This design comes from an exercise in tuning for small area, a short achievable clock period and few clock cycles per item on the open sky130 flow, not from production work. Function was checked by simulation only, so behaviour that the tests miss may differ from the original.

==> flow/design.v (outline; a module is shown in full before it is edited, if it fits) <==
// module eq_fnorm: 15 lines
// module eq_booth: 13 lines
// module eq_fmul_1: 22 lines
// module eq_fmul_2: 27 lines
// module eq_fmul_3: 18 lines
// module eq_mul_cs: 1051 lines
// module eq_lzc32: 34 lines
// module eq_ash: 16 lines
// module eq_aexp: 6 lines
// module eq_fadd_1: 38 lines
// module eq_fadd_2: 35 lines
// module simpleeq_chain: 433 lines
module simpleeq_chain (
    input  wire        clk,
    input  wire        rst_n,         
    input  wire        s_valid,
    output wire        s_ready,
    input  wire [63:0] s_data,
    input  wire        s_last,
    output wire        m_valid,
    input  wire        m_ready,
    output wire [63:0] m_data,
    output wire        m_last,
    input  wire        cfg_we,
    input  wire [6:0]  cfg_addr,      
    input  wire [31:0] cfg_wdata,
    input  wire        commit,
    input  wire        clear_state,
    output wire        commit_pending
);
  // ...
==> flow/flow/run.sh <==
#!/bin/bash
# Standard ORFS layout (the standard.sh, unchanged synthesis), with
#  - the timing repair steps asked to leave extra setup slack, so that they
#    shorten the long paths even though the 20 ns clock is met without them;
#  - every port buffered with buf_4 instead of the default delay buffer;
#  - clock-tree sinks clustered in groups of up to 24 within 100 um, which
#    needs fewer clock buffers.
set -euo pipefail
export SETUP_SLACK_MARGIN=14.5
export BUFFER_PORTS_ARGS="-buffer_cell sky130_fd_sc_hd__buf_4"
export CTS_CLUSTER_SIZE=24
export CTS_CLUSTER_DIAMETER=100
bash standard.sh > standard_flow.log 2>&1
==> flow/standard.sh <==
#!/bin/bash
# synth_recipe.tcl (not shown) runs the flow's synth.tcl, then flattens the netlist and writes it again
# the make line also repeats each setting of config.mk as NAME=value (left out here)
make -C /OpenROAD-flow-scripts/flow DESIGN_CONFIG=/design/flow/config.mk WORK_HOME=/design/flow/orfs CLKGATE_MAP_FILE= SYNTH_SCRIPT=/design/flow/synth_recipe.tcl "${@:-finish}"
==> flow/config.mk <==
export PLATFORM = sky130hd
export DESIGN_NAME = simpleeq_chain
export DESIGN_NICKNAME = simpleeq_chain
export VERILOG_FILES = /design/flow/design.v
export SDC_FILE = /design/flow/constraint.sdc
export NUM_CORES = 8
export LEC_CHECK = 0
export CAP_MARGIN = 20
export CORE_MARGIN = 2
export CORE_UTILIZATION = 60
export SLEW_MARGIN = 20
==> flow/constraint.sdc <==
create_clock -name core_clock -period 20.0 [get_ports {clk}]
set_input_delay 4.0000 -clock core_clock [delete_from_list [all_inputs] [get_ports {clk}]]
set_output_delay 4.0000 -clock core_clock [all_outputs]
set_load 0.01 [all_outputs]
==> flow_summary.json, run 1 <==
{
  "status": "finished clean",
  "synth_top_family_by_area": "compound AO/OA/AOI/OAI gates",
  "cp-start-kind": "flop",
  "core-area_mm2": 0.5489,
  "cp-end-kind": "output port",
  "multi_input_area_share": 0.4502,
  "critPathKind": "flop to output port",
  "track_usage": 0.4304,
  "synth_seq_cells": 6329,
  "design.seq.count": 6329,
  "largestClassByArea": "multi-input gates",
  "mostFrequentLayoutCell": "edfxtp_1",
  "max_freq_ghz": 0.1770,
  "cts_setup_buffers": 88,
  "clk_share": 0.02795,
  "ctsHoldBuffers": 0,
  "die_area_mm2": 0.5572,
  "multi_input_area_mm2": 0.1602,
  "finalSetupViolCount": 0,
  "comb.multi_input.count": 19540,
  "antenna_found_initial": 104,
  "synthTopCellsByCount": "3244 x edfxtp_1, 3085 x dfxtp_1, 2288 x nand2_1",
  "synthCells": 29790,
  "hold_viol_final": 0
}
Testbench counts, summed over its fixed seeds: cycles 32,261, frames 2,048.
==> inputs of run 2 (changes only) <==
--- a/flow/flow/run.sh
+++ b/flow/flow/run.sh
@@ -7,5 +7,5 @@
 #    needs fewer clock buffers.
 set -euo pipefail
-export SETUP_SLACK_MARGIN=14.5
+export SETUP_SLACK_MARGIN=14.8
 export BUFFER_PORTS_ARGS="-buffer_cell sky130_fd_sc_hd__buf_4"
 export CTS_CLUSTER_SIZE=24
==> flow_summary.json, run 2 <==
{
  "post-route-period-util": 0.2845,
  "cts_buffers": 322,
  "finClkSkew_ns": 0.1256,
  "drv_cap": 0,
  "worst_path_max_delay_cell": "dfxtp_4",
  "yosysMostFrequentCell": "edfxtp_1",
  "holdPathEnd": "ring[84]$_DFF_P_",
  "syn-num-nets": 31880,
  "hold_path_class": "flop to flop",
  "synth_area_mm2": 0.3308,
  "wire_per_inst_um": 33.16,
  "status": "finished clean",
  "cts_tree": "built",
  "die_area_mm2": 0.5572,
  "cts_sinks": 6329,
  "fin_crit_ns": 5.689,
  "r2r-end": "g_le[0].g_lc[0].aq[24]$_DFF_P_",
  "grt_max_degree": 109,
  "dpl.hpwl_um": 846000,
  "core-area_mm2": 0.5489,
  "stdcell_count": 36900,
  "drc": 0,
  "critPathMaxStageDelay_ns": 0.45,
  "slew_headroom": 0.1002,
  "place_area_mm2": 0.3395,
  "nets": 31440,
  "synthTopCellsByCount": "3244 x edfxtp_1, 3085 x dfxtp_1, 2288 x nand2_1",
  "start_util": 0.6025,
  "stdcell_area_mm2": 0.3610,
  "hold_ws_ns": 0.2970,
  "clk_pin_slew_worst_paths_ns": 0.09,
  "clock_path_buffers": 4,
  "r2r_slack_ns": 14.61,
  "die_y_um": 746.5,
  "crit_start": "o_d[0]$_SDFFE_PN0P_",
  "cp_max_fo": 2,
  "antenna_found_initial": 118,
  "worstHoldStart": "ring[52]$_DFF_P_",
  "crit_chain": "buf_6",
  "vias_per_cell": 6.823,
  "synth_warnings": 23,
  "arrival_ns": 1.69,
  "dr_total_vias": 251700,
  "die_x_um": 746.5,
  "critPathKind": "flop to output port",
  "finalSetupViolCount": 0,
  "largest_registers": "sh: 1440 flops, ring: 1408 flops",
  "area_growth_pct": 9.134,
  "synth_area_leaders": "edfxtp_1 29%, dfxtp_1 19%, fa_1 6.2%, mux2i_1 4.1%, mux4_2 4.1%",
  "dp.cells": 35810,
  "mostFrequentLayoutCells": "3244 x edfxtp_1, 2695 x dfxtp_1, 2258 x nand2_1",
  "mostFrequentLayoutCell": "edfxtp_1",
  "r2r_cells": 24,
  "top_register": "sh",
  "io_buffers": 178,
  "track_usage": 0.4236,
  "drt_pre_antenna_iters": 11,
  "synth_area_per_cell_um2": 11.10,
  "grt_pass1_vias": 239300,
  "synth_seq_cells": 6329,
  "crit_family": "flip-flops",
  "synth_area_leader_cell": "edfxtp_1",
  "cp-end-kind": "output port",
  "synth-edff-count": 3244,
  "worst-path-buf-inv": 1,
  "htree_num_levels": 5,
  "tightest_slew_ns": 1.345,
  "worst_ep_required_time_ns": 16.00,
  "synth.distinct_cells": 138,
  "netlist.area_leader.share": 0.2945,
  "ys_seq_area_frac": 0.4812,
  "grt_pass1_wl_um": 1720000,
  "antenna_left": 0,
  "async_reset_ff_frac": 0,
  "finalSetupTns_ns": 0,
  "reg2reg_from": "g_le[0].g_lc[0].opa[27]$_DFF_P_",
  "hold_depth": 0,
  "io_pins": 179,
  "largest_register_ffs": 1440,
  "num_rows": 272,
  "gp_congestion": 1.085,
  "initialDrtViolationCount": 38530,
  "synthCells": 29790,
  "drive_gt1_frac": 0.1493,
  "overflow": 0,
  "max_freq_ghz": 0.1758,
  "hold_viol_final": 0,
  "maxSlewViolCount": 0,
  "fillers": 41920,
  "rsz0062_at_grt": "yes",
  "clock-root-buffer": "clkbuf_16",
  "synthFlopType": "edfxtp_1",
  "wirelength_um": 1223000,
  "clk_latency_ns": 1.11,
  "cp-start-kind": "flop"
}
run 2: cell counts after synthesis:
Identical to the previous run, type by type.
run 2: what timing repair did:
action	4_1_cts	5_1_grt
gates resized for setup	914	885
hold buffers	0	0
pin swaps	134	270
setup endpoints to repair	761	470
buffers inserted	175	254
gates cloned	26	19
run 2: kinds of logic (layout without fill, tap and decap cells):
logic type,Yosys count,after routing,share of synthesized area
AO/OA/AOI/OAI,6714,6725,0.1341
XOR/XNOR,2052,2052,0.05434
other,0,58,0
AND/OR/NAND/NOR,6310,6311,0.08733
buffers and inverters,3937,3713,0.04529
adder cells (fa/ha/maj),1982,1982,0.09814
multiplexers,2468,2468,0.09953
flip-flops,6329,6329,0.4812
run 2: per-layer routing:
layer	up-vias	wire length (um)	track usage
met1	124500	460200	0.5764
met4	56	91340	0.2502
met5	-	455	0.001200
met2	17720	498000	0.5923
met3	3442	173500	0.1379
li1	106000	-	-
run 2: how the worst max path moves through the flow:
stage / endpoint / slack, ns / depth (start not counted)
detailed placement: g_le[1].g_lc[1].bq[35]$_DFFE_PP_ / 12.67 / 21
global route: m_data[0] / 14.30 / 1
finish: m_data[0] / 14.31 / 1
CTS: m_data[0] / 14.31 / 1
floorplan: g_le[0].g_lc[0].aq[24]$_DFF_P_ / 14.73 / 25
global placement: g_le[1].g_lc[1].bq[35]$_DFFE_PP_ / 12.74 / 21
run 2: area by class of cell:
class                   instances  area [um2]  area share
inverters                    1839        7159     0.01983
flip-flops and latches       6329      160000      0.4433
clock buffers                 486        8800     0.02438
clock inverters                65        1254    0.003473
multi-input cells           19540      162600      0.4503
well taps                    7261        9085     0.02517
repair buffers               1313       11860     0.03284
diodes                         58       145.1   0.0004021
repair inverters               10       81.33   0.0002253
run 2: metrics by stage:
step / util / setup slack, ns
final: 0.6576 / 14.31
after CTS: 0.6464 / 14.31
after global routing: 0.6574 / 14.30
after global placement: 0.6183 / 12.74
after detailed placement: 0.6184 / 12.67
after floorplan: - / 14.73

[separate check: timing with driven ports]
In the flow no input, the clock included, has a driving cell. The finished layouts below were timed again as built, in two steps.
Step 1: set_driving_cell puts a clkbuf_16 on clk and a buf_2 on each other input, an assumption about the parent block.
Step 2 also shifts input and output timing later by t, the mid clock arrival at the registers, as if the neighbouring blocks saw the same clock.
Three values: ideal ports, drivers, drivers and shift; two values: the first two.
run	shift t [ns]	setup WS [ns]	hold WS [ns]	worst setup path after step 2	worst register clock-pin slew, ns
run 1	1.159	14.350 / 14.218 / 13.696	0.289 / 0.289 / 0.289	input to register	0.11 / 0.11
run 2	1.188	14.311 / 14.169 / 13.851	0.297 / 0.297 / 0.297	input to register	0.12 / 0.12
After both steps every run listed still meets setup and hold. For run 1, which loses most, drivers alone change the setup slack by -0.132 ns; drivers and shift together by -0.654 ns.
